Context: an optimization exercise on an open-source flow, tuned for small area, a short achievable clock period and few clock cycles. The choices shown serve that exercise and are no tape-out recipe. The RTL was checked by simulation tests, not by an equivalence proof against the original design. Power and IR drop assume default switching activity.

`flow/design.v`:
```
module fpl (
    input  wire         clk,
    input  wire         rst,             
    input  wire         row_we,
    input  wire [6:0]   row_addr,
    input  wire [7:0]   row_wdata,
    input  wire         bitcnt_we,
    input  wire [15:0]  bitcnt_wdata,
    input  wire         cmd_we,
    input  wire [2:0]   cmd_entry,
    output reg  [1:0]   phase,           
    output reg  [2:0]   outcome,
    output reg  [3:0]   variant,
    output reg          mic_ok,
    output wire [15:0]  bitoff,
    output reg  [4:0]   flen,
    output reg  [135:0] frame,           
    output reg  [19:0]  present,
    output reg  [23:0]  f_id,
    output reg  [15:0]  f_batt,
    output reg  [11:0]  f_batt_mv,
    output reg  [15:0]  f_temp,
    output reg  [7:0]   f_hum,
    output reg  [15:0]  f_press,
    output reg  [8:0]   f_wdir,
    output reg  [23:0]  f_wavg,
    output reg  [23:0]  f_wmax,
    output reg  [24:0]  f_rain,
    output reg  [15:0]  f_uv,
    output reg  [3:0]   f_uvi,
    output reg  [23:0]  f_light,
    output reg  [13:0]  f_pm25,
    output reg  [13:0]  f_pm10,
    output reg  [7:0]   f_moist,
    output reg  [2:0]   f_boost,
    output reg  [8:0]   f_adraw,
    output reg  [47:0]  f_rclk
);
    localparam [1:0] PH_IDLE = 2'd0, PH_BUSY = 2'd1, PH_DONE = 2'd2;
    localparam [2:0] OC_OK = 3'd0, OC_ABORT_LENGTH = 3'd1, OC_ABORT_EARLY = 3'd2,
                     OC_FAIL_SANITY = 3'd3, OC_FAIL_INTEGRITY = 3'd4,
                     OC_CMD_ILLEGAL = 3'd5;
    localparam [3:0] V_WH2 = 4'd0, V_WH2A = 4'd1, V_WH5 = 4'd2, V_TELLDUS = 4'd3,
                     V_WH0530 = 4'd4, V_WH24 = 4'd5, V_WH65B = 4'd6, V_WH25 = 4'd7,
                     V_WH32 = 4'd8, V_WH32B = 4'd9, V_WH0290 = 4'd10, V_WH51 = 4'd11,
                     V_ALV1 = 4'd12, V_ALV2 = 4'd13, V_ALDCF = 4'd14, V_NONE = 4'd15;
    localparam [1:0] SRC_7 = 2'd0, SRC_8 = 2'd1, SRC_9 = 2'd2, SRC_CAP = 2'd3;
    localparam [23:0] PREAMBLE = 24'hAA2DD4;
    function [7:0] crc8_byte;
        input [7:0] c;
        input [7:0] d;
        integer i;
        reg [7:0] r;
        begin
            r = c ^ d;
            for (i = 0; i < 8; i = i + 1)
                r = r[7] ? ((r << 1) ^ 8'h31) : (r << 1);
            crc8_byte = r;
        end
    endfunction
    reg [7:0]  row_mem [0:127];
    reg [10:0] bc;                   
    reg        bc_ill;               
    reg [2:0]  entry_r;              
    localparam [1:0] ST_IDLE = 2'd0, ST_REPLAY = 2'd1, ST_FIELDS = 2'd2;
    reg  [1:0] st;
    wire busy   = (st != ST_IDLE);
    wire replay = (st == ST_REPLAY);
    always @(posedge clk) begin
        if (row_we && !busy)
            row_mem[row_addr] <= row_wdata;
    end
    always @(posedge clk) begin
        if (rst) begin
            bc     <= 11'd0;
            bc_ill <= 1'b0;
        end else if (bitcnt_we && !busy) begin
            bc     <= bitcnt_wdata[10:0];
            bc_ill <= (bitcnt_wdata > 16'd1024);
        end
    end
    reg  [7:0]  nw;
    wire        covered = ({nw, 3'b000} >= bc);
    reg  [6:0]  rp;
    reg  [7:0]  rd;
    reg         rv;
    reg  [7:0]  rdx;
    integer     k;
    always @* begin
        rdx = 8'd0;
        for (k = 0; k < 128; k = k + 1)
            rdx = rdx | (row_mem[k] & {8{rp == k}});
    end
    always @(posedge clk) begin
        rd <= rdx;
        if (replay) begin
            rp <= rp + 7'd1;
            rv <= 1'b1;
        end else begin
            rp <= nw[6:0];
            rv <= 1'b0;
        end
    end
    wire        host_w  = row_we && !busy;
    wire        restart = replay ? (nw == 8'd0) : (row_addr == 7'd0);
    wire        use_b   = replay ? (rv && !covered)
                                 : (host_w && (row_addr == 7'd0 || {1'b0, row_addr} == nw));
    wire        inval   = !replay && host_w && (row_addr != 7'd0) && ({1'b0, row_addr} < nw);
    wire [7:0]  fb      = replay ? rd : row_wdata;
    wire [7:0]  ai      = restart ? 8'd0 : nw;       
    reg  [7:0]  prev1, prev2, prev3;     
    wire [7:0]  al7 = {prev1[0], fb[7:1]};           
    wire [7:0]  al9 = {prev1[6:0], fb[7]};           
    reg  [7:0]  c7, s7, c8, c9;
    reg         c7ok4, c7ok6, c7ok9, s7ok7, s7ok10, c8ok4, c9ok4;
    wire [31:0] win = {prev3, prev2, prev1, fb};
    reg  [7:0]  m;
    reg  [2:0]  mi;
    integer     i;
    always @* begin
        for (i = 0; i < 8; i = i + 1)
            m[i] = (win[30 - i -: 24] == PREAMBLE);
        mi = 3'd0;
        for (i = 7; i >= 0; i = i - 1)
            if (m[i]) mi = i;
    end
    reg         found;
    reg  [6:0]  qa;                  
    reg  [2:0]  qi;                  
    reg  [4:0]  ck;                  
    reg  [135:0] cap;                
    reg  [7:0]  cs, ss, xs;
    reg         csok6, csok9, csok15, ssok6, ssok7, ssok10, ssok16, xok;
    wire [15:0] pb  = {prev1, fb};
    wire [15:0] pbs = pb >> (3'd7 - qi);
    wire [7:0]  alc = pbs[7:0];      
    integer j;
    always @(posedge clk) begin
        if (rst) begin
            nw    <= 8'd0;
            found <= 1'b0;
        end else if (use_b) begin
            nw    <= ai + 8'd1;
            prev1 <= fb;
            prev2 <= restart ? 8'd0 : prev1;
            prev3 <= restart ? 8'd0 : prev2;
            c8 <= restart ? 8'd0 : crc8_byte(c8, fb);
            c7 <= restart ? 8'd0 : crc8_byte(c7, al7);
            s7 <= restart ? 8'd0 : s7 + al7;
            c9 <= (ai <= 8'd1) ? 8'd0 : crc8_byte(c9, al9);
            if (ai == 8'd5)  c8ok4  <= (c8 == fb);
            if (ai == 8'd5)  c7ok4  <= (c7 == al7);
            if (ai == 8'd7)  c7ok6  <= (c7 == al7);
            if (ai == 8'd10) c7ok9  <= (c7 == al7);
            if (ai == 8'd8)  s7ok7  <= (s7 == al7);
            if (ai == 8'd11) s7ok10 <= (s7 == al7);
            if (ai == 8'd6)  c9ok4  <= (c9 == al9);
            if (restart) begin
                found <= 1'b0;
            end else if (!found) begin
                if (|m) begin
                    found <= 1'b1;
                    qa    <= ai[6:0];
                    qi    <= mi;
                    ck    <= 5'd0;
                    cs    <= 8'd0;
                    ss    <= 8'd0;
                    xs    <= 8'd0;
                end
            end else if (ck != 5'd17) begin
                for (j = 0; j < 17; j = j + 1)
                    if (ck == j) cap[8*j +: 8] <= alc;
                ck <= ck + 5'd1;
                cs <= crc8_byte(cs, alc);
                ss <= ss + alc;
                if (ck < 5'd6) xs <= xs ^ alc;
                if (ck == 5'd6)  begin csok6 <= (cs == alc); ssok6 <= (ss == alc); end
                if (ck == 5'd7)  begin ssok7 <= (ss == alc); xok <= ({xs[3:0], xs[7:4]} == alc); end
                if (ck == 5'd9)  csok9  <= (cs == alc);
                if (ck == 5'd10) ssok10 <= (ss == alc);
                if (ck == 5'd15) csok15 <= (cs == alc);
                if (ck == 5'd16) ssok16 <= (ss == alc);
            end
        end else if (inval) begin
            nw <= 8'd0;
        end
    end
    wire [2:0]  ent = replay ? entry_r : cmd_entry;
    wire [7:0]  row0 = row_mem[0];
    wire [7:0]  row1 = row_mem[1];
    wire        hdr_ff  = (row0 == 8'hFF);
    wire        hdr_fe  = (row0 == 8'hFE);
    wire        hdr_ff9 = (row0 == 8'hFF) && row1[7];
    wire        ones7   = (row0[7:1] == 7'h7F);
    wire        type3   = ({row0[0], row1[7:5]} == 4'h3);
    wire        type52  = ({row0[0], row1[7:1]} == 8'h52);
    reg  [87:0] fr7;
    reg  [39:0] fr8, fr9;
    always @* begin
        for (j = 0; j < 11; j = j + 1)
            fr7[8*j +: 8] = {row_mem[j][0], row_mem[j+1][7:1]};
        for (j = 0; j < 5; j = j + 1) begin
            fr8[8*j +: 8] = row_mem[j+1];
            fr9[8*j +: 8] = {row_mem[j+1][6:0], row_mem[j+2][7]};
        end
    end
    wire b47 = (bc == 11'd47), b48 = (bc == 11'd48), b49 = (bc == 11'd49), b55 = (bc == 11'd55);
    wire b63 = (bc == 11'd63), b71 = (bc == 11'd71), b95 = (bc == 11'd95);
    wire lt160 = (bc < 11'd160), lt190 = (bc < 11'd190), gt215 = (bc > 11'd215);
    wire lt440 = (bc < 11'd440), le510 = (bc <= 11'd510);
    wire [9:0]  q    = {qa, qi};
    wire [11:0] dq   = {1'b0, bc} - {2'b00, q};          
    wire        qin  = found && !dq[11];
    wire        len8  = qin && (dq[10:0] >= 11'd65);     
    wire        len11 = qin && (dq[10:0] >= 11'd89);
    wire        len17 = qin && (dq[10:0] >= 11'd137);
    wire        wh24  = (dq[10:0] <= 11'd144) && (q < 10'd60);
    wire [7:0]  cf0   = cap[7:0];
    wire [10:0] offs  = {1'b0, q} + 11'd1;
    wire ok_wh2  = c8ok4 && (fr8[7:4] == 4'h4);
    wire ok_wh2a = c7ok4 && (fr7[7:4] == 4'h4);
    wire ok_tell = c9ok4 && (fr9[7:4] == 4'h4);
    wire in_wh2  = c8ok4, in_wh2a = c7ok4, in_tell = c9ok4;
    wire in_alv1 = c7ok6, in_0530 = c7ok6 && s7ok7, in_alv2 = c7ok9 && s7ok10;
    wire in_24   = csok15 && ssok16, in_25 = ssok6 && xok, in_32 = ssok6;
    wire in_0290 = csok6 && ssok7, in_51 = csok9 && ssok10;
    wire sa_24   = (cf0 == 8'h24);
    reg [2:0] oc0, oc1, oc2, oc3, oc4;
    reg [3:0] v0, v1, v2, v3, v4;
    always @* begin
        v0 = V_NONE; oc0 = OC_OK;
        if (b48) begin
            if (!hdr_ff) oc0 = OC_ABORT_EARLY;
            else if (!in_wh2) oc0 = OC_FAIL_INTEGRITY;
            else if (!ok_wh2) oc0 = OC_FAIL_SANITY;
            else v0 = V_WH2;
        end else if (b55 || b47) begin
            if (!hdr_fe) oc0 = OC_ABORT_EARLY;
            else if (!in_wh2a) oc0 = OC_FAIL_INTEGRITY;
            else if (!ok_wh2a) oc0 = OC_FAIL_SANITY;
            else v0 = b55 ? V_WH2A : V_WH5;
        end else if (b49) begin
            if (!hdr_ff9) oc0 = OC_ABORT_EARLY;
            else if (!in_tell) oc0 = OC_FAIL_INTEGRITY;
            else if (!ok_tell) oc0 = OC_FAIL_SANITY;
            else v0 = V_TELLDUS;
        end else
            oc0 = OC_ABORT_LENGTH;
        v1 = V_NONE; oc1 = OC_OK;
        if (b63) begin
            if (!ones7 || !type3) oc1 = OC_ABORT_EARLY;
            else if (!in_alv1) oc1 = OC_FAIL_INTEGRITY;
            else v1 = V_ALV1;
        end else if (b95) begin
            if (!ones7 || !(type52 || type3)) oc1 = OC_ABORT_EARLY;
            else if (!in_alv2) oc1 = OC_FAIL_INTEGRITY;
            else v1 = type52 ? V_ALDCF : V_ALV2;
        end else if (b71) begin
            if (!ones7 || !type3) oc1 = OC_ABORT_EARLY;
            else if (!in_0530) oc1 = OC_FAIL_INTEGRITY;
            else v1 = V_WH0530;
        end else
            oc1 = OC_ABORT_LENGTH;
        v2 = V_NONE; oc2 = OC_OK;
        if (lt190 || gt215 || !len17) oc2 = OC_ABORT_LENGTH;
        else if (!in_24) oc2 = OC_FAIL_INTEGRITY;
        else if (!sa_24) oc2 = OC_FAIL_SANITY;
        else v2 = wh24 ? V_WH24 : V_WH65B;
        v3 = V_NONE; oc3 = OC_OK;
        if (lt160) begin
            if (!len8) oc3 = OC_ABORT_LENGTH;
            else if (!in_0290) oc3 = OC_FAIL_INTEGRITY;
            else v3 = V_WH0290;
        end else if (!lt190 && lt440) begin
            if (gt215 || !len17) oc3 = OC_ABORT_LENGTH;
            else if (!in_24) oc3 = OC_FAIL_INTEGRITY;
            else if (!sa_24) oc3 = OC_FAIL_SANITY;
            else v3 = wh24 ? V_WH24 : V_WH65B;
        end else begin
            if (!len8) oc3 = OC_ABORT_LENGTH;
            else if (cf0[7:4] == 4'hD && (lt190 || !le510)) begin
                if (!in_32) oc3 = OC_FAIL_INTEGRITY;
                else v3 = V_WH32;
            end else if (cf0[7:4] == 4'hE) begin
                if (lt190 || !le510) begin
                    if (!in_32) oc3 = OC_FAIL_INTEGRITY;
                    else v3 = V_WH32B;
                end else begin
                    if (!in_25) oc3 = OC_FAIL_INTEGRITY;
                    else v3 = V_WH25;
                end
            end else if (cf0 == 8'h41) begin
                if (!in_0290) oc3 = OC_FAIL_INTEGRITY;
                else v3 = V_WH0290;
            end else
                oc3 = OC_ABORT_EARLY;
        end
        v4 = V_NONE; oc4 = OC_OK;
        if (!len11) oc4 = OC_ABORT_LENGTH;
        else if (cf0 != 8'h51) oc4 = OC_ABORT_EARLY;
        else if (!in_51) oc4 = OC_FAIL_INTEGRITY;
        else v4 = V_WH51;
    end
    reg [2:0] d_oc;
    reg [3:0] d_var;
    always @* begin
        if (bc_ill) begin
            d_oc = OC_CMD_ILLEGAL; d_var = V_NONE;
        end else begin
            case (ent)
            3'd0:    begin d_oc = oc0; d_var = v0; end
            3'd1:    begin d_oc = oc1; d_var = v1; end
            3'd2:    begin d_oc = oc2; d_var = v2; end
            3'd3:    begin d_oc = oc3; d_var = v3; end
            3'd4:    begin d_oc = oc4; d_var = v4; end
            default: begin d_oc = OC_CMD_ILLEGAL; d_var = V_NONE; end
            endcase
        end
    end
    reg [16:0]  lm;              
    reg [1:0]   src;
    reg [10:0]  d_off;
    always @* begin
        case (ent)
        3'd0: begin
            src   = b48 ? SRC_8 : b49 ? SRC_9 : SRC_7;
            d_off = b48 ? 11'd8 : b49 ? 11'd9 : 11'd7;
            lm    = b55 ? 17'h0003F : 17'h0001F;
        end
        3'd1: begin
            src   = SRC_7;
            d_off = 11'd7;
            lm    = b63 ? 17'h0007F : b71 ? 17'h000FF : 17'h007FF;
        end
        3'd2: begin
            src   = SRC_CAP;
            d_off = offs;
            lm    = 17'h1FFFF;
        end
        3'd3: begin
            src   = SRC_CAP;
            d_off = offs;
            lm    = (!lt190 && lt440) ? 17'h1FFFF : 17'h000FF;
        end
        default: begin
            src   = SRC_CAP;
            d_off = offs;
            lm    = 17'h007FF;
        end
        endcase
    end
    reg [135:0] d_frame;
    always @* begin
        for (j = 0; j < 17; j = j + 1) begin
            case (src)
            SRC_7:   d_frame[8*j +: 8] = (j < 11) ? fr7[8*j +: 8] : 8'd0;
            SRC_8:   d_frame[8*j +: 8] = (j < 5)  ? fr8[8*j +: 8] : 8'd0;
            SRC_9:   d_frame[8*j +: 8] = (j < 5)  ? fr9[8*j +: 8] : 8'd0;
            default: d_frame[8*j +: 8] = cap[8*j +: 8];
            endcase
            if (!lm[j])
                d_frame[8*j +: 8] = 8'd0;
        end
    end
    reg  [10:0] off_r;
    assign bitoff = {5'd0, off_r};
    wire illegal = (ent > 3'd4) || bc_ill;
    wire decide  = replay ? covered : (!busy && cmd_we && (covered || illegal));
    always @(posedge clk) begin
        if (rst) begin
            st      <= ST_IDLE;
            phase   <= PH_IDLE;
            outcome <= 3'd0;
            variant <= V_NONE;
            off_r   <= 11'd0;
            frame   <= 136'd0;
        end else begin
            if (decide) begin
                st      <= ST_FIELDS;
                outcome <= d_oc;
                variant <= d_var;
                off_r   <= d_off;
                frame   <= d_frame;
            end
            case (st)
            ST_IDLE: begin
                if (cmd_we) begin
                    phase   <= PH_BUSY;
                    entry_r <= cmd_entry;
                    if (!decide) st <= ST_REPLAY;
                end
            end
            ST_FIELDS: begin
                phase <= PH_DONE;
                st    <= ST_IDLE;
                if (variant == V_NONE) begin
                    off_r <= 11'd0;
                    frame <= 136'd0;
                end
            end
            default: ;
            endcase
        end
    end
    wire         n_mic_ok;
    wire [4:0]   n_flen;
    wire [19:0]  n_present;
    wire [23:0]  n_id;
    wire [15:0]  n_batt;
    wire [11:0]  n_batt_mv;
    wire [15:0]  n_temp;
    wire [7:0]   n_hum;
    wire [15:0]  n_press;
    wire [8:0]   n_wdir;
    wire [23:0]  n_wavg, n_wmax;
    wire [24:0]  n_rain;
    wire [15:0]  n_uv;
    wire [3:0]   n_uvi;
    wire [23:0]  n_light;
    wire [13:0]  n_pm25, n_pm10;
    wire [7:0]   n_moist;
    wire [2:0]   n_boost;
    wire [8:0]   n_adraw;
    wire [47:0]  n_rclk;
    fpl_dec u_dec (
        .variant(variant), .frame(frame),
        .mic_ok(n_mic_ok), .flen(n_flen), .present(n_present),
        .f_id(n_id), .f_batt(n_batt), .f_batt_mv(n_batt_mv), .f_temp(n_temp),
        .f_hum(n_hum), .f_press(n_press), .f_wdir(n_wdir), .f_wavg(n_wavg),
        .f_wmax(n_wmax), .f_rain(n_rain), .f_uv(n_uv), .f_uvi(n_uvi),
        .f_light(n_light), .f_pm25(n_pm25), .f_pm10(n_pm10), .f_moist(n_moist),
        .f_boost(n_boost), .f_adraw(n_adraw), .f_rclk(n_rclk)
    );
    always @(posedge clk) begin
        if (rst) begin
            mic_ok <= 1'b0; flen <= 5'd0; present <= 20'd0;
            f_id <= 24'd0;  f_batt <= 16'd0; f_batt_mv <= 12'd0; f_temp <= 16'd0;
            f_hum <= 8'd0;  f_press <= 16'd0; f_wdir <= 9'd0;    f_wavg <= 24'd0;
            f_wmax <= 24'd0; f_rain <= 25'd0; f_uv <= 16'd0;     f_uvi <= 4'd0;
            f_light <= 24'd0; f_pm25 <= 14'd0; f_pm10 <= 14'd0;  f_moist <= 8'd0;
            f_boost <= 3'd0; f_adraw <= 9'd0; f_rclk <= 48'd0;
        end else begin
            mic_ok <= n_mic_ok; flen <= n_flen; present <= n_present;
            f_id <= n_id;  f_batt <= n_batt; f_batt_mv <= n_batt_mv; f_temp <= n_temp;
            f_hum <= n_hum;  f_press <= n_press; f_wdir <= n_wdir;    f_wavg <= n_wavg;
            f_wmax <= n_wmax; f_rain <= n_rain; f_uv <= n_uv;     f_uvi <= n_uvi;
            f_light <= n_light; f_pm25 <= n_pm25; f_pm10 <= n_pm10;  f_moist <= n_moist;
            f_boost <= n_boost; f_adraw <= n_adraw; f_rclk <= n_rclk;
        end
    end
endmodule
module fpl_dec (
    input  wire [3:0]   variant,
    input  wire [135:0] frame,
    output wire         mic_ok,
    output reg  [4:0]   flen,
    output reg  [19:0]  present,
    output reg  [23:0]  f_id,
    output reg  [15:0]  f_batt,
    output reg  [11:0]  f_batt_mv,
    output reg  [15:0]  f_temp,
    output reg  [7:0]   f_hum,
    output reg  [15:0]  f_press,
    output reg  [8:0]   f_wdir,
    output reg  [23:0]  f_wavg,
    output reg  [23:0]  f_wmax,
    output reg  [24:0]  f_rain,
    output reg  [15:0]  f_uv,
    output reg  [3:0]   f_uvi,
    output reg  [23:0]  f_light,
    output reg  [13:0]  f_pm25,
    output reg  [13:0]  f_pm10,
    output reg  [7:0]   f_moist,
    output reg  [2:0]   f_boost,
    output reg  [8:0]   f_adraw,
    output reg  [47:0]  f_rclk
);
    localparam [3:0] V_WH2 = 4'd0, V_WH2A = 4'd1, V_WH5 = 4'd2, V_TELLDUS = 4'd3,
                     V_WH0530 = 4'd4, V_WH24 = 4'd5, V_WH65B = 4'd6, V_WH25 = 4'd7,
                     V_WH32 = 4'd8, V_WH32B = 4'd9, V_WH0290 = 4'd10, V_WH51 = 4'd11,
                     V_ALV1 = 4'd12, V_ALV2 = 4'd13, V_ALDCF = 4'd14, V_NONE = 4'd15;
    assign mic_ok = (variant != V_NONE);
    wire [7:0] f0  = frame[7:0];
    wire [7:0] f1  = frame[15:8];
    wire [7:0] f2  = frame[23:16];
    wire [7:0] f3  = frame[31:24];
    wire [7:0] f4  = frame[39:32];
    wire [7:0] f5  = frame[47:40];
    wire [7:0] f6  = frame[55:48];
    wire [7:0] f7  = frame[63:56];
    wire [7:0] f8  = frame[71:64];
    wire [7:0] f9  = frame[79:72];
    wire [7:0] f10 = frame[87:80];
    wire [7:0] f11 = frame[95:88];
    wire [7:0] f12 = frame[103:96];
    wire [7:0] f13 = frame[111:104];
    wire [7:0] f14 = frame[119:112];
    wire c_wh2  = (variant <= V_TELLDUS);
    wire c_0530 = (variant == V_WH0530) || (variant == V_ALV1) || (variant == V_ALV2);
    wire c_dcf  = (variant == V_ALDCF);
    wire c_24   = (variant == V_WH24) || (variant == V_WH65B);
    wire c_25   = (variant == V_WH25) || (variant == V_WH32) || (variant == V_WH32B);
    wire c_0290 = (variant == V_WH0290);
    wire c_51   = (variant == V_WH51);
    wire is65   = (variant == V_WH65B);
    wire [11:0] temp12 = {f1[3:0], f2};
    wire        t24ok  = ({f3[2:0], f4} != 11'h7FF);
    reg  [11:0] ta, tb;
    always @* begin
        ta = 12'd0; tb = 12'd0;
        if (variant == V_WH5) begin ta = temp12; tb = 12'd400; end
        else if (c_wh2) begin
            if (temp12[11]) tb = {1'b0, temp12[10:0]};
            else            ta = {1'b0, temp12[10:0]};
        end
        else if (c_0530) begin ta = {1'b0, f1[2:0], f2}; tb = 12'd400; end
        else if (c_24 && t24ok) begin ta = {1'b0, f3[2:0], f4}; tb = 12'd400; end
        else if (c_25) begin ta = {2'b0, f1[1:0], f2}; tb = 12'd400; end
    end
    wire [15:0] temp_v = {4'd0, ta} - {4'd0, tb};
    wire [15:0] rr   = c_24 ? {f9, f8} : c_0530 ? {f4, f3} : 16'd0;
    wire [19:0] r11  = {rr, 3'b000} + {rr, 1'b0} + rr;           
    wire [23:0] rh   = {rr, 7'd0} + (is65 ? {8'hFF, ~rr} : {3'd0, r11, 1'b0}) + is65;   
    wire [24:0] rain_v = {rh, 1'b0};
    function [23:0] wmul;
        input [8:0] x;
        input       k65;
        reg [23:0] x3, y, y3;
        begin
            x3 = {x, 1'b0} + x;
            y  = {x, 7'd0} - x3;
            y3 = {y, 1'b0} + y;
            wmul = {y3, 4'd0} + (k65 ? y3 : {y, 6'd0});
        end
    endfunction
    wire [8:0]  wspd9 = {f3[4], f6};
    wire [8:0]  wdir9 = {f3[7], f2};
    wire        wavg_ok = c_24 && (wspd9 != 9'h1FF);
    wire        wmax_ok = c_24 && (f7 != 8'hFF);
    wire [23:0] wavg_v = wmul(wavg_ok ? wspd9 : 9'd0, is65);
    wire [23:0] wmax_v = wmul(wmax_ok ? {1'b0, f7} : 9'd0, is65);
    wire [15:0] uv16 = {f10, f11};
    reg  [3:0]  uvi_v;
    always @* begin
        if      (uv16 > 16'd5029) uvi_v = 4'd13;
        else if (uv16 > 16'd4650) uvi_v = 4'd12;
        else if (uv16 > 16'd4277) uvi_v = 4'd11;
        else if (uv16 > 16'd3918) uvi_v = 4'd10;
        else if (uv16 > 16'd3512) uvi_v = 4'd9;
        else if (uv16 > 16'd3100) uvi_v = 4'd8;
        else if (uv16 > 16'd2761) uvi_v = 4'd7;
        else if (uv16 > 16'd2450) uvi_v = 4'd6;
        else if (uv16 > 16'd2017) uvi_v = 4'd5;
        else if (uv16 > 16'd1570) uvi_v = 4'd4;
        else if (uv16 > 16'd1210) uvi_v = 4'd3;
        else if (uv16 > 16'd851)  uvi_v = 4'd2;
        else if (uv16 > 16'd432)  uvi_v = 4'd1;
        else                      uvi_v = 4'd0;
    end
    wire [4:0]  bv  = f4[4:0];
    wire [11:0] mv  = {bv, 6'd0} + {bv, 5'd0} + {bv, 2'd0};
    wire [15:0] bmv = {4'd0, mv} - 16'd700;
    wire [23:0] light24 = {f12, f13, f14};
    wire [15:0] press16 = {f4, f5};
    always @* begin
        present = 20'd0;
        f_id = 24'd0;   f_batt = 16'd0;  f_batt_mv = 12'd0;
        f_hum = 8'd0;   f_press = 16'd0; f_wdir = 9'd0;
        f_uv = 16'd0;   f_uvi = 4'd0;
        f_light = 24'd0; f_pm25 = 14'd0; f_pm10 = 14'd0;    f_moist = 8'd0;
        f_boost = 3'd0; f_adraw = 9'd0;  f_rclk = 48'd0;
        flen = 5'd0;
        f_temp = temp_v;
        f_rain = rain_v;
        f_wavg = wavg_v;
        f_wmax = wmax_v;
        if (c_wh2) begin
            flen = (variant == V_WH2A) ? 5'd6 : 5'd5;
            f_id = {16'd0, f0[3:0], f1[7:4]};
            present[0] = 1'b1;
            present[3] = 1'b1;
            if (f3 != 8'hFF) begin f_hum = f3; present[4] = 1'b1; end
        end
        if (c_0530) begin
            flen   = (variant == V_WH0530) ? 5'd8 : (variant == V_ALV1) ? 5'd7 : 5'd11;
            f_id   = {16'd0, f0[3:0], f1[7:4]};
            f_batt = {15'd0, ~f1[3]};
            present[0] = 1'b1; present[1] = 1'b1;
            present[3] = 1'b1; present[9] = 1'b1;
        end
        if (c_dcf) begin
            flen   = 5'd11;
            f_id   = {16'd0, f1};
            f_batt = {15'd0, ~f2[7]};
            f_rclk = {f3, f4, f5, f6, f7, f8};
            present[0] = 1'b1; present[1] = 1'b1; present[18] = 1'b1;
        end
        if (c_24) begin
            flen    = 5'd17;
            f_id    = {16'd0, f1};
            f_batt  = {15'd0, ~f3[3]};
            present[0] = 1'b1; present[1] = 1'b1;
            present[3] = t24ok;
            if (f5 != 8'hFF) begin f_hum = f5; present[4] = 1'b1; end
            if (wdir9 != 9'h1FF) begin f_wdir = wdir9; present[6] = 1'b1; end
            present[7] = wavg_ok;
            present[8] = wmax_ok;
            present[9] = 1'b1;
            if (uv16 != 16'hFFFF) begin
                f_uv = uv16; f_uvi = uvi_v;
                present[10] = 1'b1; present[11] = 1'b1;
            end
            if (light24 != 24'hFFFFFF) begin f_light = light24; present[12] = 1'b1; end
        end
        if (c_25) begin
            flen   = 5'd8;
            f_id   = {16'd0, f0[3:0], f1[7:4]};
            f_batt = {15'd0, ~f1[3]};
            present[0] = 1'b1; present[1] = 1'b1; present[3] = 1'b1;
            if (f3 != 8'hFF) begin f_hum = f3; present[4] = 1'b1; end
            if (variant != V_WH32 && press16 != 16'hFFFF) begin
                f_press = press16; present[5] = 1'b1;
            end
        end
        if (c_0290) begin
            flen   = 5'd8;
            f_id   = {16'd0, f1};
            f_batt = {14'd0, f4[7:6]};
            f_pm25 = {f2[5:0], f3};
            f_pm10 = {f4[5:0], f5};
            present[0] = 1'b1; present[1] = 1'b1;
            present[13] = 1'b1; present[14] = 1'b1;
        end
        if (c_51) begin
            flen      = 5'd11;
            f_id      = {f1, f2, f3};
            f_batt_mv = mv;
            f_batt    = bmv;
            f_boost   = f4[7:5];
            f_moist   = f6;
            f_adraw   = {f7[0], f8};
            present[0]  = 1'b1; present[1]  = 1'b1; present[2]  = 1'b1;
            present[15] = 1'b1; present[16] = 1'b1; present[17] = 1'b1;
        end
        present[19] = mic_ok;
    end
endmodule
```
`flow/run.sh`:
```
#!/bin/bash
# synth_recipe.tcl (not shown) runs the flow's synth.tcl, then flattens the netlist and writes it again
# the make line also repeats each setting of config.mk as NAME=value (left out here)
make -C /OpenROAD-flow-scripts/flow DESIGN_CONFIG=/design/flow/config.mk WORK_HOME=/design/flow/orfs CLKGATE_MAP_FILE= SYNTH_SCRIPT=/design/flow/synth_recipe.tcl finish
```
`flow/config.mk`:
```
export PLATFORM = sky130hd
export DESIGN_NAME = fpl
export DESIGN_NICKNAME = fpl
export VERILOG_FILES = /design/flow/design.v
export SDC_FILE = /design/flow/constraint.sdc
export NUM_CORES = 4
export LEC_CHECK = 0
export CAP_MARGIN = 20
export CORE_MARGIN = 2
export CORE_UTILIZATION = 40
export PLACE_DENSITY = 0.6
export SETUP_SLACK_MARGIN = 5
export SLEW_MARGIN = 20
export TNS_END_PERCENT = 100
```
`flow/constraint.sdc`:
```
create_clock -name core_clock -period 10.0 [get_ports {clk}]
set_input_delay 2.0000 -clock core_clock [delete_from_list [all_inputs] [get_ports {clk}]]
set_output_delay 2.0000 -clock core_clock [all_outputs]
set_load 0.01 [all_outputs]
```
==> results.toml, run 1 <==
[outcome]
status = "timing/DRC/antenna clean"

[worst_setup_path]
worstPathRequired_ns = 10.72
reg2reg_from = "variant[1]"
critical_path.endpoint_type = "flip-flop"
r2r_setup_slack_ns = 3.95
cp-endpoint = "f_wavg[22]"
r2r-end = "f_wavg[22]"
crit_top_cell = "ha_4"
worstSetupStartpointType = "flip-flop"
critPathLaunch = "variant[1]"
cp.arrival_ns = 6.77
path_max_fanout = 5
critPathMaxStageDelay_ns = 0.40
worstRegToRegCells = 34
path_class = "reg2reg"
cp_slowest_cell = "dfxtp_4"

[place]
gp_congestion = 1.058
io_buffers = 531
postPlaceCellArea_um2 = 86930
placed_cells = 9267
dp_hpwl_mm = 260.9

[sta]
period_needed_ns = 6.046
clock.fmax_mhz = 165.4
fin_skew_ns = 0.07083
worst_slew_pin_slew_ns = 1.345
fin_crit_sh_pct = 60.46
setup_violations = 0
setup_tns_ns = 0
holdWs_ns = 0.4526
hold_viol_final = 0
slew_headroom_pct = 10.26
rsz0062_at_grt = "true"
slew_violations = 0

[clock_tree]
cts_tree = "done"
cts.sinks = 1791
cts-buffers-inserted = 189
clk_pin_slew_ns = 0.06
insertion_delay_ns = 0.91
clk_path_buf_depth = 3
ctsHtreeMaxLevel = 4
clockRootBuffer = "clkbuf_16"

[logic_synthesis]
syn_area_um2 = 76270
synth_top_area_cell = "edfxtp_1"
ys_types = 95
synth_top_area_share_pct = 50.08
ys_dominant_reg_cell = "edfxtp_1"
synth_edf_count = 1272
synth.avg_cell_area_um2 = 12.35
seq_area_frac_synth_pct = 63.70
async_reset_ff_share_pct = 0
yosysWarnings = 2
synth_cells = 6178
synth-seq-cells = 1791
synth.area.top_cells = "edfxtp_1 50%, dfxtp_1 14%, ha_1 3.5%"

[global_route]
gr-total-overflow = 0
grt_pass1_vias = 56191
grt_max_degree = 193
grt_pass1_wl_mm = 485.3
antenna_found_initial = 28
grt_usage_pct = 36.66

[cells_and_area]
final_cell_area_um2 = 96850
final_util_pct = 51.03
syn_to_final_growth_pct = 26.99
fin_cells = 9805
layout-drive-gt1-share_pct = 18.15
layout.nets = 7396

[die]
core-area_um2 = 189800
top_level_ports = 540
initial_core_util_pct = 40.19
rows = 160
die-area_um2 = 194200
die_w_um = 440.7
die_y_um = 440.7

[power]
p_leak_nw = 34.05
p_comb_share_pct = 10.6
pwr-share-seq_pct = 47.8
pwr-share-clk_pct = 41.6
swShare_pct = 25.98
p_sw_mw = 4.488
ir_drop_mv = 0.1488
p_int_mw = 12.79
p_per_area_nw_per_um2 = 178.4

[detailed_routing]
routed_wl_mm = 365.7
wl_per_cell_um = 37.30
drtIter0Drc = 8894
dr.pass1.iters = 6
drc_errors = 0
vias = 61128
final_antenna_net_count = 0
vias_per_cell = 6.234

[job]
cap_violations = 0

[min_path]
hold_class = "reg2reg"
min_from = "off_r[2]"
synth_stat cells, drive strengths merged, types with 121 or more instances:
library cell and n:
edfxtp 1272, nor2 706, dfxtp 519, nand2 376, a22oi 338, a21oi 297
and2 248, ha 213, a22o 200, clkbuf 197, a221oi 181, xnor2 162
nand3 159, inv 142, o21ai 126, nor3 121
how the worst min path moves through the flow:
stage                 end  cells past startpoint
2_1_floorplan  frame[100]                      2
3_3_place_gp     off_r[2]                      2
3_5_place_dp     off_r[2]                      2
4_1_cts          off_r[2]                      2
5_1_grt          off_r[1]                      2
6_report         off_r[2]                      2
worst max-delay path, delay by kind of cell, from the launching register on:
| family | cells | cell delay (ns) |
|---|---|---|
| muxes | 1 | 0.29 |
| adders and majority gates | 4 | 1.00 |
| and+or+nand+nor | 7 | 0.73 |
| DFF | 1 | 0.40 |
| buffers and inverters | 6 | 0.71 |
| xor gates and xnor gates | 3 | 0.41 |
| AOI/OAI and AO/OA | 13 | 2.32 |
final cells by class:
cell class                 instances  area (um^2)
sequential                      1791        48660
multi-input combinational       3999        29080
clock buffer                     246         5109
antenna                           16        40.04
timing repair buffer             992         9059
tap                             2511         3142
inverter                         144        581.8
clock inverter                   106         1187
fill                           16504        92930
sequential cells by signal (all words and copies together) (netlist names), 9 cells and up:
name	flops
f_wavg	24
f_press	16
f_rain	24
f_rclk	48
f_wdir	9
f_adraw	9
frame	136
f_uv	16
f_light	24
f_wmax	23
f_batt_mv	10
f_temp	13
cap	136
bc	11
row_mem	1024
f_batt	13
present	14
off_r	11
f_pm10	14
f_id	24
f_pm25	14
logic make-up after synthesis:
kind of cell / count (synthesis) / synth area share, %
AOI/OAI and AO/OA: 1438 / 13.55
xor gates and xnor gates: 238 / 2.772
adders and majority gates: 240 / 4.203
buffers and inverters: 396 / 2.098
DFF: 1791 / 63.70
muxes: 45 / 0.8251
other: 1 / 0.004917
and+or+nand+nor: 2029 / 12.84
per-layer routing:
layer	up-vias	wire [um]	GRT usage [%]
met5	-	161	0
met4	18	28630	23.07
met3	1039	41730	10.87
met2	4128	161100	56.44
met1	30583	134100	45.09
li1	25360	-	-
layout by cell type, fill, tap and decap left out, types with 27 or more instances in the layout:
master / synthesis / layout
edfxtp_1: 1272 / 1272
nor2_1: 706 / 538
clkdlybuf4s50_1: 0 / 522
dfxtp_1: 519 / 500
buf_4: 25 / 426
nand2_1: 376 / 352
a22oi_1: 338 / 338
a21oi_1: 295 / 249
and2_1: 246 / 246
clkbuf_16: 0 / 193
a22o_1: 200 / 192
a221oi_1: 181 / 177
ha_1: 213 / 156
nand3_1: 159 / 147
xnor2_1: 162 / 135
nor2_2: 0 / 133
inv_1: 138 / 117
nand4_1: 112 / 112
o21ai_0: 124 / 94
nor3_1: 121 / 88
xor2_1: 73 / 65
nor2b_1: 49 / 46
clkbuf_1: 196 / 45
nor4_1: 51 / 44
nand2b_1: 42 / 42
ha_4: 0 / 42
and3_1: 49 / 41
a21oi_2: 1 / 39
a31oi_1: 45 / 37
nor2_4: 0 / 36
a21o_1: 34 / 34
clkinv_2: 0 / 32
clkinv_1: 2 / 32
o21a_1: 33 / 31
nor3_2: 0 / 27
stage by stage:
step	setup slack, ns	power (mW)
6_report	3.954	17.27
3_5_place_dp	2.698	10.09
4_1_cts	3.975	17.25
3_3_place_gp	2.715	10.08
5_1_grt	3.742	17.71
2_1_floorplan	4.189	9.215
repair_timing:
action,in CTS,in global routing
setup buffers,116,46
cloned,3,1
pin swaps,107,87
setup endpoints to repair,257,222
hold buffers,0,0
gates resized for setup,274,167
power by group through the flow:
stage	Clock (mW)	Combinational (mW)	Sequential [mW]
final	7.18	1.83	8.26
after global routing	7.50	1.94	8.27
after global placement	0	1.64	8.43
after CTS	7.22	1.77	8.26
after floorplan	0	0.854	8.36
after detailed placement	0	1.66	8.44
Testbench counts, summed over its fixed seeds: cycles 21,098.
==> run 2: changes to the inputs <==
--- a/flow/design.v
+++ b/flow/design.v
@@ -364,4 +364,5 @@
     end
     reg  [10:0] off_r;
+    reg  [15:0] vh;              
     assign bitoff = {5'd0, off_r};
     wire illegal = (ent > 3'd4) || bc_ill;
@@ -373,4 +374,5 @@
             outcome <= 3'd0;
             variant <= V_NONE;
+            vh      <= 16'd1 << V_NONE;
             off_r   <= 11'd0;
             frame   <= 136'd0;
@@ -380,4 +382,5 @@
                 outcome <= d_oc;
                 variant <= d_var;
+                vh      <= 16'd1 << d_var;
                 off_r   <= d_off;
                 frame   <= d_frame;
@@ -423,6 +426,18 @@
     wire [8:0]   n_adraw;
     wire [47:0]  n_rclk;
+    wire [8:0]  xa = {cap[28], cap[55:48]};
+    wire [7:0]  xm = cap[63:56];
+    reg  [15:0] ya;
+    reg  [17:0] y3a;
+    reg  [14:0] ym;
+    reg  [16:0] y3m;
+    always @(posedge clk) begin
+        ya  <= {xa, 7'd0} - {xa, 1'b0} - xa;
+        y3a <= {xa, 9'd0} - {xa, 7'd0} - {xa, 3'd0} - xa;
+        ym  <= {xm, 7'd0} - {xm, 1'b0} - xm;
+        y3m <= {xm, 9'd0} - {xm, 7'd0} - {xm, 3'd0} - xm;
+    end
     fpl_dec u_dec (
-        .variant(variant), .frame(frame),
+        .vh(vh), .frame(frame), .ya(ya), .y3a(y3a), .ym(ym), .y3m(y3m),
         .mic_ok(n_mic_ok), .flen(n_flen), .present(n_present),
         .f_id(n_id), .f_batt(n_batt), .f_batt_mv(n_batt_mv), .f_temp(n_temp),
@@ -443,6 +458,10 @@
             mic_ok <= n_mic_ok; flen <= n_flen; present <= n_present;
             f_id <= n_id;  f_batt <= n_batt; f_batt_mv <= n_batt_mv; f_temp <= n_temp;
-            f_hum <= n_hum;  f_press <= n_press; f_wdir <= n_wdir;    f_wavg <= n_wavg;
-            f_wmax <= n_wmax; f_rain <= n_rain; f_uv <= n_uv;     f_uvi <= n_uvi;
+            f_hum <= n_hum;  f_press <= n_press; f_wdir <= n_wdir;
+            if (st == ST_FIELDS) begin
+                f_wavg <= n_wavg;
+                f_wmax <= n_wmax;
+            end
+            f_rain <= n_rain; f_uv <= n_uv;     f_uvi <= n_uvi;
             f_light <= n_light; f_pm25 <= n_pm25; f_pm10 <= n_pm10;  f_moist <= n_moist;
             f_boost <= n_boost; f_adraw <= n_adraw; f_rclk <= n_rclk;
@@ -451,6 +470,10 @@
 endmodule
 module fpl_dec (
-    input  wire [3:0]   variant,
+    input  wire [15:0]  vh,              
     input  wire [135:0] frame,
+    input  wire [15:0]  ya,              
+    input  wire [17:0]  y3a,             
+    input  wire [14:0]  ym,              
+    input  wire [16:0]  y3m,             
     output wire         mic_ok,
     output reg  [4:0]   flen,
@@ -480,5 +503,5 @@
                      V_WH32 = 4'd8, V_WH32B = 4'd9, V_WH0290 = 4'd10, V_WH51 = 4'd11,
                      V_ALV1 = 4'd12, V_ALV2 = 4'd13, V_ALDCF = 4'd14, V_NONE = 4'd15;
-    assign mic_ok = (variant != V_NONE);
+    assign mic_ok = !vh[V_NONE];
     wire [7:0] f0  = frame[7:0];
     wire [7:0] f1  = frame[15:8];
@@ -496,12 +519,12 @@
     wire [7:0] f13 = frame[111:104];
     wire [7:0] f14 = frame[119:112];
-    wire c_wh2  = (variant <= V_TELLDUS);
-    wire c_0530 = (variant == V_WH0530) || (variant == V_ALV1) || (variant == V_ALV2);
-    wire c_dcf  = (variant == V_ALDCF);
-    wire c_24   = (variant == V_WH24) || (variant == V_WH65B);
-    wire c_25   = (variant == V_WH25) || (variant == V_WH32) || (variant == V_WH32B);
-    wire c_0290 = (variant == V_WH0290);
-    wire c_51   = (variant == V_WH51);
-    wire is65   = (variant == V_WH65B);
+    wire c_wh2  = (vh[V_WH2] | vh[V_WH2A] | vh[V_WH5] | vh[V_TELLDUS]);
+    wire c_0530 = vh[V_WH0530] | vh[V_ALV1] | vh[V_ALV2];
+    wire c_dcf  = vh[V_ALDCF];
+    wire c_24   = vh[V_WH24] | vh[V_WH65B];
+    wire c_25   = vh[V_WH25] | vh[V_WH32] | vh[V_WH32B];
+    wire c_0290 = vh[V_WH0290];
+    wire c_51   = vh[V_WH51];
+    wire is65   = vh[V_WH65B];
     wire [11:0] temp12 = {f1[3:0], f2};
     wire        t24ok  = ({f3[2:0], f4} != 11'h7FF);
@@ -509,5 +532,5 @@
     always @* begin
         ta = 12'd0; tb = 12'd0;
-        if (variant == V_WH5) begin ta = temp12; tb = 12'd400; end
+        if (vh[V_WH5]) begin ta = temp12; tb = 12'd400; end
         else if (c_wh2) begin
             if (temp12[11]) tb = {1'b0, temp12[10:0]};
@@ -520,16 +543,13 @@
     wire [15:0] temp_v = {4'd0, ta} - {4'd0, tb};
     wire [15:0] rr   = c_24 ? {f9, f8} : c_0530 ? {f4, f3} : 16'd0;
-    wire [19:0] r11  = {rr, 3'b000} + {rr, 1'b0} + rr;           
-    wire [23:0] rh   = {rr, 7'd0} + (is65 ? {8'hFF, ~rr} : {3'd0, r11, 1'b0}) + is65;   
+    wire [23:0] rh   = {rr, 7'd0} + (is65 ? {8'hFF, ~rr} : {4'd0, rr, 4'd0})
+                     + (is65 ? 24'd0 : {6'd0, rr, 2'd0}) + (is65 ? 24'd1 : {7'd0, rr, 1'd0});   
     wire [24:0] rain_v = {rh, 1'b0};
     function [23:0] wmul;
-        input [8:0] x;
-        input       k65;
-        reg [23:0] x3, y, y3;
+        input [15:0] y;
+        input [17:0] y3;
+        input        k65;
         begin
-            x3 = {x, 1'b0} + x;
-            y  = {x, 7'd0} - x3;
-            y3 = {y, 1'b0} + y;
-            wmul = {y3, 4'd0} + (k65 ? y3 : {y, 6'd0});
+            wmul = k65 ? ({2'd0, y3, 4'd0} + {6'd0, y3}) : ({1'b0, y, 7'd0} - {4'd0, y, 4'd0});
         end
     endfunction
@@ -538,6 +558,6 @@
     wire        wavg_ok = c_24 && (wspd9 != 9'h1FF);
     wire        wmax_ok = c_24 && (f7 != 8'hFF);
-    wire [23:0] wavg_v = wmul(wavg_ok ? wspd9 : 9'd0, is65);
-    wire [23:0] wmax_v = wmul(wmax_ok ? {1'b0, f7} : 9'd0, is65);
+    wire [23:0] wavg_v = wavg_ok ? wmul(ya, y3a, is65) : 24'd0;
+    wire [23:0] wmax_v = wmax_ok ? wmul({1'b0, ym}, {1'b0, y3m}, is65) : 24'd0;
     wire [15:0] uv16 = {f10, f11};
     reg  [3:0]  uvi_v;
@@ -576,5 +596,5 @@
         f_wmax = wmax_v;
         if (c_wh2) begin
-            flen = (variant == V_WH2A) ? 5'd6 : 5'd5;
+            flen = vh[V_WH2A] ? 5'd6 : 5'd5;
             f_id = {16'd0, f0[3:0], f1[7:4]};
             present[0] = 1'b1;
@@ -583,5 +603,5 @@
         end
         if (c_0530) begin
-            flen   = (variant == V_WH0530) ? 5'd8 : (variant == V_ALV1) ? 5'd7 : 5'd11;
+            flen   = vh[V_WH0530] ? 5'd8 : vh[V_ALV1] ? 5'd7 : 5'd11;
             f_id   = {16'd0, f0[3:0], f1[7:4]};
             f_batt = {15'd0, ~f1[3]};
@@ -619,5 +639,5 @@
             present[0] = 1'b1; present[1] = 1'b1; present[3] = 1'b1;
             if (f3 != 8'hFF) begin f_hum = f3; present[4] = 1'b1; end
-            if (variant != V_WH32 && press16 != 16'hFFFF) begin
+            if (!vh[V_WH32] && press16 != 16'hFFFF) begin
                 f_press = press16; present[5] = 1'b1;
             end
==> flow/flow/run.sh (new file) <==
#!/bin/bash
set -euo pipefail
bash standard.sh SETUP_SLACK_MARGIN=6.2 finish > layout_make.log 2>&1
==> flow/standard.sh (new file) <==
#!/bin/bash
# synth_recipe.tcl (not shown) runs the flow's synth.tcl, then flattens the netlist and writes it again
# the make line also repeats each setting of config.mk as NAME=value (left out here)
make -C /OpenROAD-flow-scripts/flow DESIGN_CONFIG=/design/flow/config.mk WORK_HOME=/design/flow/orfs CLKGATE_MAP_FILE= SYNTH_SCRIPT=/design/flow/synth_recipe.tcl "${@:-finish}"
--- a/flow/config.mk
+++ b/flow/config.mk
@@ -10,5 +10,4 @@
 export CORE_UTILIZATION = 40
 export PLACE_DENSITY = 0.6
-export SETUP_SLACK_MARGIN = 5
 export SLEW_MARGIN = 20
 export TNS_END_PERCENT = 100
removed: flow/run.sh
==> results.toml, run 2 <==
[clock_tree]
ctsHtreeMaxLevel = 4
clockRootBuffer = "clkbuf_16"
cts_tree = "done"
clk_pin_slew_ns = 0.06
insertion_delay_ns = 0.90
postCtsHoldBufs = 0
clk_path_buf_depth = 3
cts.sinks = 1871
cts-buffers-inserted = 194

[logic_synthesis]
synth_common_cells = "1,272 x edfxtp_1, 689 x nor2_1, 599 x dfxtp_1"
synth_top_area_cell = "edfxtp_1"
yosysWarnings = 2
synth_most_common_cell = "edfxtp_1"
synth_top_area_share_pct = 47.82
seq_area_frac_synth_pct = 62.83
syn_area_um2 = 79880
async_reset_ff_share_pct = 0
synth_cells = 6507
ys_types = 94
ys_dominant_reg_cell = "edfxtp_1"
synth-seq-cells = 1871
synth_edf_count = 1272
synth.avg_cell_area_um2 = 12.28
synth.area.top_cells = "edfxtp_1 48%, dfxtp_1 15%, ha_1 4.2%"

[power]
pwr-share-clk_pct = 40.6
swShare_pct = 26.54
p_sw_mw = 4.823
p_total_mw = 18.17
pwr-share-seq_pct = 47.4
p_int_mw = 13.35
p_per_area_nw_per_um2 = 179.9
p_comb_share_pct = 11.9
p_leak_nw = 37.02
ir_drop_mv = 0.1754

[die]
core-area_um2 = 199000
die_y_um = 450.9
die_w_um = 450.9
rows = 164
die-area_um2 = 203300
top_level_ports = 540
initial_core_util_pct = 40.13

[worst_setup_path]
path_buf_inv = 1
critical-path-top-delay-family = "compound AO/OA/AOI/OAI gates"
path_cells = "or3_4 -> and3_4 -> a21oi_4 -> inv_2 -> nor2_4 -> a21oi_2 -> fa_2 -> ha_4 -> ha_4 -> nand3_2 -> o211ai_1 -> o211ai_1 -> a21oi_2 -> nor2_2 -> a311oi_2 -> o32ai_2 -> xnor2_1 -> nor2_1"
critPathLaunch = "vh[13]"
cp.arrival_ns = 5.01
reg2reg_from = "vh[13]"
critical_path.endpoint_type = "flip-flop"
worstPathRequired_ns = 10.73
critPathMaxStageDelay_ns = 0.62
path_max_fanout = 6
cp_slowest_cell = "fa_2"
path_class = "reg2reg"
worstSetupStartpointType = "flip-flop"

[place]
dp_hpwl_mm = 254.8
io_buffers = 531
gp_congestion = 1.114

[sta]
worst_slew_pin_slew_ns = 1.330
fin_crit_sh_pct = 42.83
slew_violations = 0
slew_headroom_pct = 11.27
hold_viol_final = 0
setup_violations = 0
fin_skew_ns = 0.04123
setup_tns_ns = 0
rsz0062_at_grt = "true"
clock.fmax_mhz = 233.5
period_needed_ns = 4.283

[global_route]
gr-total-overflow = 0
met2_usage_pct = 52.83
grt_max_degree = 91
antenna_found_initial = 43
grt_usage_pct = 35.52
gr-usage-met3_pct = 12.98
met1_usage_pct = 43.62
grt_pass1_wl_mm = 498.5
busiest_layer = "met2"
grt_pass1_vias = 59493

[outcome]
status = "timing/DRC/antenna clean"

[detailed_routing]
drtIter0Drc = 9543
dr.pass1.iters = 6
vias = 64523
drc_errors = 0
final_antenna_net_count = 0
routed_wl_mm = 372.3
vias_per_cell = 6.247
wl_per_cell_um = 36.05

[cells_and_area]
layout-drive-gt1-share_pct = 18.11
syn_to_final_growth_pct = 26.44
top_regs = "row_mem: 1024 flops, cap: 136 flops, frame: 136 flops"
regMostFlops = "row_mem"
largest_register_ffs = 1024
final_cell_mix = "1,272 x edfxtp_1, 523 x nor2_1, 495 x dfxtp_1"
final_common_cell = "edfxtp_1"
layout.nets = 7842

[min_path]
hold_class = "reg2reg"
min_from = "off_r[4]"

[job]
cap_violations = 0
==> run 2: changes by cell type in the layout (fill, tap and decap cells not counted), sizes merged, moves of 21 or more <==
cell,change
clkdlybuf4s50,-232
a21oi,+36
nand2,+23
ha,+56
xor2,+25
a22oi,-55
a2bb2oi,+25
inv,+105
dfxtp,+80
dlygate4sd2,+204
clkbuf,+28
fa,+21
buf,+21
==> run 2: final timing paths <==
kind / end / slack [ns] / cells after the start
hold / removal: off_r[4] / 0.45 / 2
hold reg to reg: off_r[4] / 0.45 / 2
setup reg to reg: f_rain[24] / 5.72 / 18
setup / recovery: f_rain[24] / 5.72 / 18
==> run 2: area by class of cell <==
class	count	area, um^2
sequential	1871	50470
inverter	247	970.9
tap	2656	3323
timing repair buffer	1020	9480
antenna	19	47.55
clock buffer	272	5478
clock inverter	92	923.4
multi-input combinational	4152	30310
fill	17363	98040
==> run 2: logic make-up after synthesis <==
| logic type | after synthesis | synth area share [%] |
|---|---|---|
| flip-flops | 1871 | 62.83 |
| AND/OR/NAND/NOR | 2008 | 12.13 |
| buffers and inverters | 502 | 2.502 |
| multiplexers | 39 | 0.6156 |
| XOR/XNOR | 268 | 2.976 |
| AO/OA/AOI/OAI | 1501 | 13.52 |
| adder cells (fa/ha/maj) | 317 | 5.417 |
| other | 1 | 0.004695 |
==> run 2: worst register-to-register path: cells and delay by family (launching register included) <==
kind / cells / cell delay, ns
AO/OA/AOI/OAI: 7 / 1.45
XOR/XNOR: 1 / 0.16
adder cells (fa/ha/maj): 3 / 1.10
buffers and inverters: 1 / 0.07
flip-flops: 1 / 0.37
AND/OR/NAND/NOR: 6 / 0.99
==> run 2: routing by layer <==
metal	wire, um	up-vias
met3	48750	1148
met4	28420	24
li1	-	26533
met1	134900	31937
met2	159800	4881
met5	412	-
==> run 2: power groups by stage <==
stage | Sequential [mW] | Clock [mW] | Combinational [mW]
after floorplan | 8.72 | 0 | 0.944
after global placement | 8.81 | 0 | 1.75
after detailed placement | 8.81 | 0 | 1.77
after CTS | 8.62 | 7.40 | 2.04
after global routing | 8.62 | 7.69 | 2.27
final | 8.62 | 7.38 | 2.17
==> run 2: what timing repair did <==
action                                  4_1_cts  5_1_grt
resized for setup                           689      152
endpoints found under the setup margin     1352      425
cloned                                       21        1
pin swaps                                    58       97
setup buffers                               125       77
==> run 2: metrics by stage <==
step	util, %	cells	hold WS, ns	cell area [um^2]	setup slack [ns]
after floorplan	-	6515	0.3928	80540	5.371
after global placement	45.44	9714	0.4419	90450	4.054
after detailed placement	45.48	9717	0.4452	90520	4.265
after CTS	50.08	10227	0.4518	99680	5.828
after global routing	50.72	10314	0.4587	101000	5.632
final	50.74	10329	0.4490	101000	5.717
Testbench counts of run 2, summed over its fixed seeds: cycles 21,098.
==> run 3: changes to the inputs <==
--- a/flow/design.v
+++ b/flow/design.v
@@ -438,6 +438,13 @@
         y3m <= {xm, 9'd0} - {xm, 7'd0} - {xm, 3'd0} - xm;
     end
+    wire [15:0] rcap = cap[79:64];
+    wire [15:0] rfix = {fr7[39:32], fr7[31:24]};
+    reg  [20:0] rbc, rbf;
+    always @(posedge clk) begin
+        rbc <= {rcap, 4'd0} + {rcap, 2'd0} + {rcap, 1'b0};
+        rbf <= {rfix, 4'd0} + {rfix, 2'd0} + {rfix, 1'b0};
+    end
     fpl_dec u_dec (
-        .vh(vh), .frame(frame), .ya(ya), .y3a(y3a), .ym(ym), .y3m(y3m),
+        .vh(vh), .frame(frame), .ya(ya), .y3a(y3a), .ym(ym), .y3m(y3m), .rbc(rbc), .rbf(rbf),
         .mic_ok(n_mic_ok), .flen(n_flen), .present(n_present),
         .f_id(n_id), .f_batt(n_batt), .f_batt_mv(n_batt_mv), .f_temp(n_temp),
@@ -462,6 +469,6 @@
                 f_wavg <= n_wavg;
                 f_wmax <= n_wmax;
-            end
-            f_rain <= n_rain; f_uv <= n_uv;     f_uvi <= n_uvi;
+                f_rain <= n_rain;
+            end f_uv <= n_uv;     f_uvi <= n_uvi;
             f_light <= n_light; f_pm25 <= n_pm25; f_pm10 <= n_pm10;  f_moist <= n_moist;
             f_boost <= n_boost; f_adraw <= n_adraw; f_rclk <= n_rclk;
@@ -476,4 +483,6 @@
     input  wire [14:0]  ym,              
     input  wire [16:0]  y3m,             
+    input  wire [20:0]  rbc,             
+    input  wire [20:0]  rbf,             
     output wire         mic_ok,
     output reg  [4:0]   flen,
@@ -543,6 +552,7 @@
     wire [15:0] temp_v = {4'd0, ta} - {4'd0, tb};
     wire [15:0] rr   = c_24 ? {f9, f8} : c_0530 ? {f4, f3} : 16'd0;
-    wire [23:0] rh   = {rr, 7'd0} + (is65 ? {8'hFF, ~rr} : {4'd0, rr, 4'd0})
-                     + (is65 ? 24'd0 : {6'd0, rr, 2'd0}) + (is65 ? 24'd1 : {7'd0, rr, 1'd0});   
+    wire        rneg = c_24 && is65;
+    wire [23:0] rt   = rneg ? {8'hFF, ~rr} : c_24 ? {3'd0, rbc} : c_0530 ? {3'd0, rbf} : 24'd0;
+    wire [23:0] rh   = {1'b0, rr, 7'd0} + rt + {23'd0, rneg};
     wire [24:0] rain_v = {rh, 1'b0};
     function [23:0] wmul;
==> results.toml, run 3 <==
[outcome]
status = "timing/DRC/antenna clean"

[logic_synthesis]
synth_edf_count = 1272
async_reset_ff_share_pct = 0
synth_top_area_share_pct = 46.38
seq_area_frac_synth_pct = 61.91
synth_top_area_cell = "edfxtp_1"
synth_cells = 6777
ys_types = 107
yosysWarnings = 2
ys_dominant_reg_cell = "edfxtp_1"
synth_most_common_cell = "edfxtp_1"
syn_area_um2 = 82360
synth.area.top_cells = "edfxtp_1 46%, dfxtp_1 16%, ha_1 4.3%"
synth.avg_cell_area_um2 = 12.15
synth-seq-cells = 1911
synth_common_cells = "1,272 x edfxtp_1, 643 x nor2_1, 639 x dfxtp_1"

[min_path]
hold_class = "reg2reg"

[cells_and_area]
fin_cells = 10638
top_regs = "row_mem: 1024 flops, cap: 136 flops, frame: 136 flops"
largest_register_ffs = 1024
regMostFlops = "row_mem"
final_util_pct = 50.63
layout.nets = 8128
layout-drive-gt1-share_pct = 17.25
fillCellCount = 18022
syn_to_final_growth_pct = 25.78
final_common_cell = "edfxtp_1"
final_cell_mix = "1,272 x edfxtp_1, 538 x dfxtp_1, 480 x nor2_1"

[place]
gp_congestion = 1.083
placed_cells = 10001
io_buffers = 531
dp_hpwl_mm = 259.9
place_ws_ns = 3.782

[power]
pwr-share-seq_pct = 45.8
p_leak_nw = 38.32
p_int_mw = 14.01
ir_drop_mv = 0.1927
pwr-share-clk_pct = 40.6
p_per_area_nw_per_um2 = 187.0
p_comb_share_pct = 13.5
swShare_pct = 27.68
p_sw_mw = 5.362

[worst_setup_path]
critical_path.endpoint_type = "flip-flop"
path_max_fanout = 8
worstPathRequired_ns = 10.60
cp.arrival_ns = 4.70
worstSetupStartpointType = "flip-flop"
path_class = "reg2reg"

[clock_tree]
clk_pin_slew_ns = 0.06
cts.sinks = 1911
postCtsHoldBufs = 0
clockRootBuffer = "clkbuf_16"
cts-buffers-inserted = 202
clk_path_buf_depth = 3
insertion_delay_ns = 0.92
ctsHtreeMaxLevel = 4
cts_tree = "done"

[die]
die_y_um = 457.8
initial_core_util_pct = 40.26
die_w_um = 457.8
die-area_um2 = 209500
rows = 166
top_level_ports = 540
core-area_um2 = 204600

[sta]
fin_crit_sh_pct = 41.00
period_needed_ns = 4.100
setup_tns_ns = 0
fin_ws_ns = 5.900
slew_violations = 0
fin_skew_ns = 0.08845
rsz0062_at_grt = "true"
hold_viol_final = 0
setup_violations = 0
clock.fmax_mhz = 243.9
worst_slew_pin_slew_ns = 1.290
slew_headroom_pct = 13.91

[detailed_routing]
vias_per_cell = 6.242
vias = 66406
drc_errors = 0
dr.pass1.iters = 7
wl_per_cell_um = 35.74
drtIter0Drc = 9388
final_antenna_net_count = 0
routed_wl_mm = 380.2

[global_route]
grt_max_degree = 86
grt_pass1_wl_mm = 508.2
gr-total-overflow = 0
grt_pass1_vias = 61257
grt_usage_pct = 34.99
antenna_found_initial = 27

[job]
cap_violations = 0
## run 3: stage by stage
step | area, um^2 | hold WS, ns | total power [mW]
2_1_floorplan | 82780 | 0.3928 | 10.10
3_3_place_gp | 92650 | 0.4405 | 11.21
3_5_place_dp | 92760 | 0.4452 | 11.23
4_1_cts | 102200 | 0.4504 | 19.16
5_1_grt | 103500 | 0.4658 | 19.81
6_report | 103600 | 0.4486 | 19.37
## run 3: power by group through the flow
stage | registers, mW | logic, mW | clock network [mW]
floorplan | 8.93 | 1.16 | 0
global placement | 9.07 | 2.14 | 0
detailed placement | 9.07 | 2.16 | 0
CTS | 8.88 | 2.40 | 7.89
global route | 8.89 | 2.73 | 8.19
finish | 8.88 | 2.62 | 7.87
## run 3: final timing paths
path	cells past startpoint	from	end	slack (ns)
hold reg to reg	2	frame[132]	frame[132]	0.45
setup reg to reg	9	rp[1]	rd[0]	5.90
hold / removal	2	frame[132]	frame[132]	0.45
setup / recovery	9	rp[1]	rd[0]	5.90
## run 3: cell type report
cell class	instances	area (um^2)	area share, %
sequential	1911	51280	49.50
multi-input combinational	4380	31220	30.14
timing repair buffer	1041	9844	9.504
clock buffer	253	5449	5.260
tap	2688	3363	3.247
clock inverter	124	1533	1.480
inverter	223	850.8	0.8214
antenna	18	45.04	0.04348
## run 3: metal layers
metal	share of wire (%)	global-route usage, %	wire (um)
met5	0.068	0.5511	257
met4	7.8	22.59	29830
met3	13	12.33	48190
met2	43	52.36	163200
met1	36	42.79	138700
## run 3: critical path: stages (launching register included)
cell and delay (ns):
dfxtp_1 0.38, inv_1 0.08, ha_1 0.28, nand2_2 0.37, nor2_2 0.27, buf_4 0.26
a221oi_2 0.65, nand4_1 0.58, nor3_4 0.56, nand3_1 0.37
## run 3: cell families after synthesis
logic type                 Yosys count  share of synthesized area, %
buffers and inverters              503                         2.463
xor gates and xnor gates           288                         3.118
DFF                               1911                         61.91
adders and majority gates          330                         5.460
muxes                               43                        0.8523
and+or+nand+nor                   2131                         12.56
AOI/OAI and AO/OA                 1570                         13.63
other                                1                      0.004553
## run 3: timing repair
| item | in CTS | in global routing |
|---|---|---|
| gates resized for setup | 687 | 122 |
| gates cloned | 25 | 9 |
| pin swaps | 30 | 54 |
| setup buffers | 130 | 76 |
| endpoints found under the setup margin | 1210 | 318 |
Testbench counts of run 3, summed over its fixed seeds: cycles 21,098.

[re-timing with driven ports]
Ports are ideal in the flow. The routed layouts listed here were re-timed in OpenROAD.
Step 1 (the two cells are an assumption about what drives the block):
set clk [get_ports {clk}]
set_driving_cell -lib_cell sky130_fd_sc_hd__clkbuf_16 $clk
set_driving_cell -lib_cell sky130_fd_sc_hd__buf_2 [delete_from_list [all_inputs] $clk]
Step 2 moves the port delays by t, midway between the first and last clock arrival at a register: inputs arrive t later, outputs are due t later. That takes back most of the time a late clock gives input paths.
a / b / c = ideal / step 1 / step 2; a / b = the first two.
run	t (ns)	setup WS [ns]	worst slew at a driven data input, ns
run 1	0.958	3.954 / 3.954 / 3.954	0.07
run 2	0.964	5.717 / 5.717 / 4.951	0.45
run 3	0.970	5.900 / 5.900 / 4.954	0.38
After both steps setup and hold are still met in every run listed. The setup slack of run 3, which loses most, moves by 0.000 ns with the drivers and by -0.946 ns with both steps.
